Context: an optimization exercise on an open-source flow, tuned for small area. The choices shown serve that exercise and are no tape-out recipe.
The RTL was checked by simulation tests, not by an equivalence proof against the original design.
The clock port is modelled as an ideal driver; clocking choices that lean on that would not hold on a real chip.
Power figures rest on the tool's default switching activity, not on a simulated workload.

Setup of red:
## yarisc_core
module yarisc_core (
    input  wire        clk,
    input  wire        rst,           
    output wire        mem_req,
    output wire        mem_we,
    output wire [15:0] mem_addr,
    output wire [15:0] mem_wdata,
    input  wire        mem_ready,
    input  wire [15:0] mem_rdata,
    output wire        halted,
    output wire        panicked,
    output wire [1:0]  panic_code,
    input  wire [3:0]  dbg_sel,
    output wire [15:0] dbg_data
);
    localparam [3:0] S_LDIP   = 4'd0,
                     S_FETCH  = 4'd1,
                     S_INC    = 4'd3,
                     S_FETCH2 = 4'd2,
                     S_INC2   = 4'd6,
                     S_EX1    = 4'd7,
                     S_EX2    = 4'd5,
                     S_MEM    = 4'd4,
                     S_HALT   = 4'd12,
                     S_PAN1   = 4'd13,      
                     S_PAN2   = 4'd14,      
                     S_PAN3   = 4'd15,      
                     S_INCI   = 4'd11,      
                     S_CLR    = 4'd8;
    reg [3:0]  state;
    reg [15:0] x [0:7];               
    reg        flag_c, flag_z;
  ...
Size in the first run: roughly 0.0073 mm^2 of cells after synthesis.
==> module yarisc_core, before the edit <==
module yarisc_core (
    input  wire        clk,
    input  wire        rst,           
    output wire        mem_req,
    output wire        mem_we,
    output wire [15:0] mem_addr,
    output wire [15:0] mem_wdata,
    input  wire        mem_ready,
    input  wire [15:0] mem_rdata,
    output wire        halted,
    output wire        panicked,
    output wire [1:0]  panic_code,
    input  wire [3:0]  dbg_sel,
    output wire [15:0] dbg_data
);
    localparam [3:0] S_LDIP   = 4'd0,
                     S_FETCH  = 4'd1,
                     S_INC    = 4'd3,
                     S_FETCH2 = 4'd2,
                     S_INC2   = 4'd6,
                     S_EX1    = 4'd7,
                     S_EX2    = 4'd5,
                     S_MEM    = 4'd4,
                     S_HALT   = 4'd12,
                     S_PAN1   = 4'd13,      
                     S_PAN2   = 4'd14,      
                     S_PAN3   = 4'd15,      
                     S_INCI   = 4'd11,      
                     S_CLR    = 4'd8;
    reg [3:0]  state;
    reg [15:0] x [0:7];               
    reg        flag_c, flag_z;
    reg [15:6] ir;                    
    reg [3:0]  op;                    
    reg [15:0] t;                     
    reg        badp;                  
    wire [5:0] wop = mem_rdata[5:0];
    wire w_legal = (wop == 6'h01) | (wop == 6'h02) | (wop == 6'h04) | (wop == 6'h10) |
                   (wop == 6'h11) | (wop == 6'h2A) | (wop == 6'h2C) | (wop == 6'h3E) |
                   (wop == 6'h3F);
    wire two_op   = !op[3] & !op[2];
    wire three_op = !op[3] &  op[2];
    wire is_mov   = two_op & op[0];
    wire is_ldr   = two_op & op[1];
    wire is_str   = two_op & !op[1] & !op[0];
    wire is_adc   = three_op & op[0];
    wire is_jmp   = op[3] & !op[2] & op[1];
    wire is_jcc   = op[3] & !op[2] & !op[1];
    wire is_hlt   = op[3] & op[2] & op[0];
    wire sel      = ir[15];
    wire loc      = ir[14];
    wire two_word = sel & (op[3] ? !op[2] : loc);
    wire short    = sel & !loc;
    wire [2:0] f_rd = ir[8:6];
    wire [2:0] f_ra = ir[11:9];
    wire [2:0] f_rb = ir[14:12];
    wire bad_bits =
        (two_op   & (sel ? (loc ? |ir[13:9] : ir[13]) : |ir[14:12])) |
        (three_op & sel & loc & ir[12]) |
        (is_jmp   & sel & |ir[14:6]) |
        (is_jcc   & (sel ? |ir[13:8] : ir[8])) |
        (op[3] & op[2] & |ir[15:6]);
    wire [1:0] jm    = {flag_z, flag_c} & ir[7:6];
    wire jcc_taken   = ir[14] ? (jm == 2'b00) : (jm != 2'b00);
        wire st_ldip  = (state == S_LDIP);
    wire st_fetch = (state == S_FETCH);
    wire st_inc   = (state == S_INC) | (state == S_INCI);
    wire st_fetch2= (state == S_FETCH2);
    wire st_inc2  = (state == S_INC2);
    wire st_ex1   = (state == S_EX1);
    wire st_ex2   = (state == S_EX2);
    wire st_mem   = (state == S_MEM);
    wire stopped  = (state == S_HALT) | panicked;
    wire st_clr   = (state == S_CLR);
    reg [2:0] rsel;
    always @(*) begin
        if (st_ldip | st_inc | st_inc2)  rsel = 3'd7;
        else if (st_ex1)                      rsel = three_op ? f_rb : f_ra;
        else if (st_ex2)                      rsel = (three_op & short) ? f_rd : f_ra;
        else                                  rsel = f_rd;
    end
    wire a_en = st_ldip | (st_mem & is_str) | st_inc | st_inc2 | (st_ex1 & !sel & !op[3]) | (st_ex2 & three_op);
    wire [7:0] rhot = stopped ? ({8{!dbg_sel[3]}} & (8'd1 << dbg_sel[2:0])) : ({8{a_en}} & (8'd1 << rsel));
    wire       fhot = stopped & dbg_sel[3];
    wire [15:0] r;
    yarisc_rport u_rport (
        .x0(x[0]), .x1(x[1]), .x2(x[2]), .x3(x[3]),
        .x4(x[4]), .x5(x[5]), .x6(x[6]), .x7(x[7]),
        .hot(rhot), .fl({flag_z, flag_c}), .fhot(fhot), .r(r));
    reg [15:0] kon;
    always @(*) begin
        kon = 16'h0000;
        if (st_inc | st_inc2)
            kon = 16'h0002;
        else if (st_ex1 & op[3])
            kon = is_jmp ? {{6{ir[14]}}, ir[14:6], 1'b0} : {{10{ir[13]}}, ir[13:9], 1'b0};
        else if (st_ex1 & sel)
            kon = {{12{ir[12]}}, ir[12:9]};
    end
    wire [15:0] opa = r;
    wire ld_data = st_fetch2 | st_mem;
    wire [15:0] opb = (t & {16{st_ex2}}) | (mem_rdata & {16{ld_data}}) | kon;
    wire [16:0] sum;
    yarisc_add u_add (.a(opa), .b(opb), .ci(st_ex2 & is_adc & flag_c), .s(sum));
    wire [15:0] wbus = sum[15:0];
    wire ip_wr = st_inc | st_inc2 | (st_ex2 & (is_jmp | (is_jcc & jcc_taken)));
    wire rd_wr = (st_ex2 & (is_mov | three_op)) | (st_mem & mem_ready & is_ldr);
    wire [2:0] waddr = ip_wr ? 3'd7 : f_rd;
    wire t_wr = st_ldip | st_inc | (st_fetch2 & mem_ready) | (st_ex1 & !two_word);
    assign mem_req   = st_fetch | st_fetch2 | st_mem;
    assign mem_we    = st_mem & is_str;
    assign mem_addr  = t;
    assign mem_wdata = r;
    assign halted     = (state == S_HALT);
    assign panicked   = (state == S_PAN1) | (state == S_PAN2) | (state == S_PAN3);
    assign panic_code = {(state == S_PAN2) | (state == S_PAN3), (state == S_PAN1) | (state == S_PAN3)};
    assign dbg_data   = r;
    wire [3:0] s_end = badp ? S_PAN3 : is_hlt ? S_HALT : S_LDIP;
    wire [15:0] wdat = wbus;
    wire [7:0]  wen  = ({8{ip_wr | rd_wr}} & (8'd1 << waddr)) | {8{st_clr}};
    integer i;
    always @(posedge clk)
        for (i = 0; i < 8; i = i + 1)
            if (wen[i]) x[i] <= wdat;
    always @(posedge clk) begin
        if (state == S_INC) badp <= bad_bits;
        if (t_wr) t <= wbus;
        if (st_fetch & mem_ready) begin
            ir <= mem_rdata[15:6];
            op <= {mem_rdata[5], mem_rdata[4], mem_rdata[1], mem_rdata[0]};
        end
    end
    always @(posedge clk) begin
        if (rst) begin
            state  <= S_CLR;
            flag_c <= 1'b0;
            flag_z <= 1'b0;
        end else begin
            if (st_ex2 & (is_mov | three_op))
                flag_z <= (sum[15:0] == 16'h0000);
            if (st_ex2 & three_op)
                flag_c <= sum[16];
            case (state)
                S_LDIP: begin
                    if (r[0])
                        state <= S_PAN2;
                    else
                        state <= S_FETCH;
                end
                S_FETCH: begin
                    if (mem_ready)
                        state <= w_legal ? S_INC : S_INCI;
                end
                S_INCI: state <= S_PAN1;
                S_INC: begin
                    if (two_word) state <= S_FETCH2;
                    else          state <= S_EX1;
                end
                S_FETCH2: if (mem_ready) state <= S_INC2;
                S_INC2:   state <= S_EX1;
                S_EX1:    state <= S_EX2;
                S_EX2: begin
                    if (two_op & !is_mov) begin
                        if (t[0])
                            state <= S_PAN2;
                        else
                            state <= S_MEM;
                    end else
                        state <= s_end;
                end
                S_MEM: if (mem_ready) state <= s_end;
                S_CLR: state <= S_LDIP;
                default: ;
            endcase
        end
    end
endmodule
==> flow/config.mk <==
export PLATFORM = sky130hd
export DESIGN_NAME = yarisc_core
export DESIGN_NICKNAME = yarisc_core
export VERILOG_FILES = /design/flow/design.v
export SDC_FILE = /design/flow/constraint.sdc
export NUM_CORES = 4
export LEC_CHECK = 0
export CAP_MARGIN = 20
export CORE_MARGIN = 2
export CORE_UTILIZATION = 65
export PLACE_DENSITY = 0.85
export SLEW_MARGIN = 20
export SYNTH_HIERARCHICAL = 1
export SYNTH_MINIMUM_KEEP_SIZE = 0
==> flow/constraint.sdc <==
create_clock -name core_clock -period 8.0 [get_ports {clk}]
set_input_delay 1.6000 -clock core_clock [delete_from_list [all_inputs] [get_ports {clk}]]
set_output_delay 1.6000 -clock core_clock [all_outputs]
set_load 0.01 [all_outputs]
standard.sh (not shown) runs the stock make flow with config.mk's settings and CLKGATE_MAP_FILE= SYNTH_SCRIPT=/design/flow/synth_recipe.tcl, a recipe that flattens the netlist after the stock synthesis.
==> flow/flow/run.sh <==
#!/bin/bash
# The standard layout (standard.sh) with these changes:
#  - synthesis maps the logic with an area-oriented ABC script (flow/area.abc);
#    flip-flops, their names and cell types are those of the standard synthesis;
#  - port buffers use the smallest buffer (buf_1) instead of the resizer's default pick;
#  - clock tree synthesis without dummy loads, with clkbuf_4 buffers; after it,
#    flow/post_cts.tcl gives clkbuf_16 to the root and clkbuf_8 to buffers whose
#    flip-flops would see a slow clock edge.
set -euo pipefail
here=$(pwd)
export FLOW_ABC_SCRIPT="$here/flow/area.abc"
export BUFFER_PORTS_ARGS="-buffer_cell sky130_fd_sc_hd__buf_1"
export CTS_ARGS="-sink_clustering_enable -repair_clock_nets -dont_use_dummy_load -buf_list sky130_fd_sc_hd__clkbuf_4"
export POST_CTS_TCL="$here/flow/post_cts.tcl"
sed "s#$here/synth_recipe.tcl#$here/flow/synth.tcl#" standard.sh > flow_standard.sh
grep -q "flow/synth.tcl" flow_standard.sh
bash flow_standard.sh > run_standard.log 2>&1
Other scripts of this flow, unchanged in this note and not shown: flow/flow/area.abc, flow/flow/post_cts.tcl, flow/flow/synth.tcl
red completed; timing, DRC and antenna clean
For blue, these inputs were changed with respect to red:
--- a/flow/design.v
+++ b/flow/design.v
@@ -20,22 +20,19 @@
                      S_INC2   = 4'd6,
                      S_EX1    = 4'd7,
                      S_EX2    = 4'd5,
                      S_MEM    = 4'd4,
                      S_HALT   = 4'd12,
-                     S_PAN1   = 4'd13,      
-                     S_PAN2   = 4'd14,      
-                     S_PAN3   = 4'd15,      
-                     S_INCI   = 4'd11,      
+                     S_PANIC  = 4'd13,
                      S_CLR    = 4'd8;
     reg [3:0]  state;
     reg [15:0] x [0:7];               
     reg        flag_c, flag_z;
     reg [15:6] ir;                    
     reg [3:0]  op;                    
     reg [15:0] t;                     
-    reg        badp;                  
+    reg [1:0]  pcode;                 
     wire [5:0] wop = mem_rdata[5:0];
     wire w_legal = (wop == 6'h01) | (wop == 6'h02) | (wop == 6'h04) | (wop == 6'h10) |
                    (wop == 6'h11) | (wop == 6'h2A) | (wop == 6'h2C) | (wop == 6'h3E) |
                    (wop == 6'h3F);
     wire two_op   = !op[3] & !op[2];
@@ -62,17 +59,17 @@
         (op[3] & op[2] & |ir[15:6]);
     wire [1:0] jm    = {flag_z, flag_c} & ir[7:6];
     wire jcc_taken   = ir[14] ? (jm == 2'b00) : (jm != 2'b00);
         wire st_ldip  = (state == S_LDIP);
     wire st_fetch = (state == S_FETCH);
-    wire st_inc   = (state == S_INC) | (state == S_INCI);
+    wire st_inc   = (state == S_INC);
     wire st_fetch2= (state == S_FETCH2);
     wire st_inc2  = (state == S_INC2);
     wire st_ex1   = (state == S_EX1);
     wire st_ex2   = (state == S_EX2);
     wire st_mem   = (state == S_MEM);
-    wire stopped  = (state == S_HALT) | panicked;
+    wire stopped  = (state == S_HALT) | (state == S_PANIC);
     wire st_clr   = (state == S_CLR);
     reg [2:0] rsel;
     always @(*) begin
         if (st_ldip | st_inc | st_inc2)  rsel = 3'd7;
         else if (st_ex1)                      rsel = three_op ? f_rb : f_ra;
@@ -110,22 +107,21 @@
     assign mem_req   = st_fetch | st_fetch2 | st_mem;
     assign mem_we    = st_mem & is_str;
     assign mem_addr  = t;
     assign mem_wdata = r;
     assign halted     = (state == S_HALT);
-    assign panicked   = (state == S_PAN1) | (state == S_PAN2) | (state == S_PAN3);
-    assign panic_code = {(state == S_PAN2) | (state == S_PAN3), (state == S_PAN1) | (state == S_PAN3)};
+    assign panicked   = (state == S_PANIC);
+    assign panic_code = pcode & {2{panicked}};
     assign dbg_data   = r;
-    wire [3:0] s_end = badp ? S_PAN3 : is_hlt ? S_HALT : S_LDIP;
+    wire [3:0] s_end = (pcode == 2'd3) ? S_PANIC : is_hlt ? S_HALT : S_LDIP;
     wire [15:0] wdat = wbus;
     wire [7:0]  wen  = ({8{ip_wr | rd_wr}} & (8'd1 << waddr)) | {8{st_clr}};
     integer i;
     always @(posedge clk)
         for (i = 0; i < 8; i = i + 1)
             if (wen[i]) x[i] <= wdat;
     always @(posedge clk) begin
-        if (state == S_INC) badp <= bad_bits;
         if (t_wr) t <= wbus;
         if (st_fetch & mem_ready) begin
             ir <= mem_rdata[15:6];
             op <= {mem_rdata[5], mem_rdata[4], mem_rdata[1], mem_rdata[0]};
         end
@@ -133,39 +129,45 @@
     always @(posedge clk) begin
         if (rst) begin
             state  <= S_CLR;
             flag_c <= 1'b0;
             flag_z <= 1'b0;
+            pcode  <= 2'd0;
         end else begin
             if (st_ex2 & (is_mov | three_op))
                 flag_z <= (sum[15:0] == 16'h0000);
             if (st_ex2 & three_op)
                 flag_c <= sum[16];
             case (state)
                 S_LDIP: begin
-                    if (r[0])
-                        state <= S_PAN2;
-                    else
+                    if (r[0]) begin
+                        pcode <= 2'd2;
+                        state <= S_PANIC;
+                    end else
                         state <= S_FETCH;
                 end
                 S_FETCH: begin
-                    if (mem_ready)
-                        state <= w_legal ? S_INC : S_INCI;
-                end
-                S_INCI: state <= S_PAN1;
+                    if (mem_ready) begin
+                        pcode <= {1'b0, !w_legal};
+                        state <= S_INC;
+                    end
+                end
                 S_INC: begin
-                    if (two_word) state <= S_FETCH2;
-                    else          state <= S_EX1;
+                    if (!pcode[0]) pcode <= {2{bad_bits}};
+                    if (pcode == 2'd1)  state <= S_PANIC;
+                    else if (two_word)  state <= S_FETCH2;
+                    else                state <= S_EX1;
                 end
                 S_FETCH2: if (mem_ready) state <= S_INC2;
                 S_INC2:   state <= S_EX1;
                 S_EX1:    state <= S_EX2;
                 S_EX2: begin
                     if (two_op & !is_mov) begin
-                        if (t[0])
-                            state <= S_PAN2;
-                        else
+                        if (t[0]) begin
+                            pcode <= 2'd2;
+                            state <= S_PANIC;
+                        end else
                             state <= S_MEM;
                     end else
                         state <= s_end;
                 end
                 S_MEM: if (mem_ready) state <= s_end;
Delta (blue minus red): data arrival time of the critical path decreased 0.14 ns, transition time at the pin with the least slew margin decreased 0.077 ns, area growth from synthesis to layout decreased 0.48 points.
The utilization after layout on blue is in line with that on red.
red -> blue: first-pass GRT wire length increased by a few percent
Note that the power recorded for blue amounts to 1.17 times the value seen in red.
DRC violation total after the first TritonRoute iteration was lower in the run labelled red.
Going from red to blue, the post-route standard cell area excluding fillers was found to have gone up by 0.51%.
There was hardly any difference in adder-cell share of the synthesized area between blue and red.
blue vs red — number of enable-type register cells in the synthesized netlist dropped slightly
red → blue: static leakage saw a decrease; routed wire length rose 2.0%.
Looking at count of placed standard cells in the final layout, fillers left out across blue and red, the one that comes out lower is red.

-- separate check: timing with driven ports --
No port has a modelled driver above. Below, the same layouts with a new extraction and two added sets of constraints. Step 1 sets driving cells, clkbuf_16 on the clock port and buf_2 on the other inputs (assumed; they add their load-dependent delay and slew). Step 2 moves the port delays by t, midway between the first and last clock arrival at a register: inputs arrive t later, outputs are due t later. That takes back most of the time a late clock gives input paths. Three values: ideal ports, drivers, drivers and shift; two values: the first two.
| run | t (ns) | slack for setup (ns) | worst setup path after step 2 | latest minus earliest clock arrival (ns) | worst register clock-pin slew, ns |
|---|---|---|---|---|---|
| red | 0.398 | 0.430 / 0.430 / 0.430 | register to register | 0.037 / 0.037 | 0.12 / 0.12 |
| blue | 0.394 | 0.560 / 0.560 / 0.560 | register to register | 0.045 / 0.044 | 0.12 / 0.12 |
After both steps setup and hold are still met in every run listed.
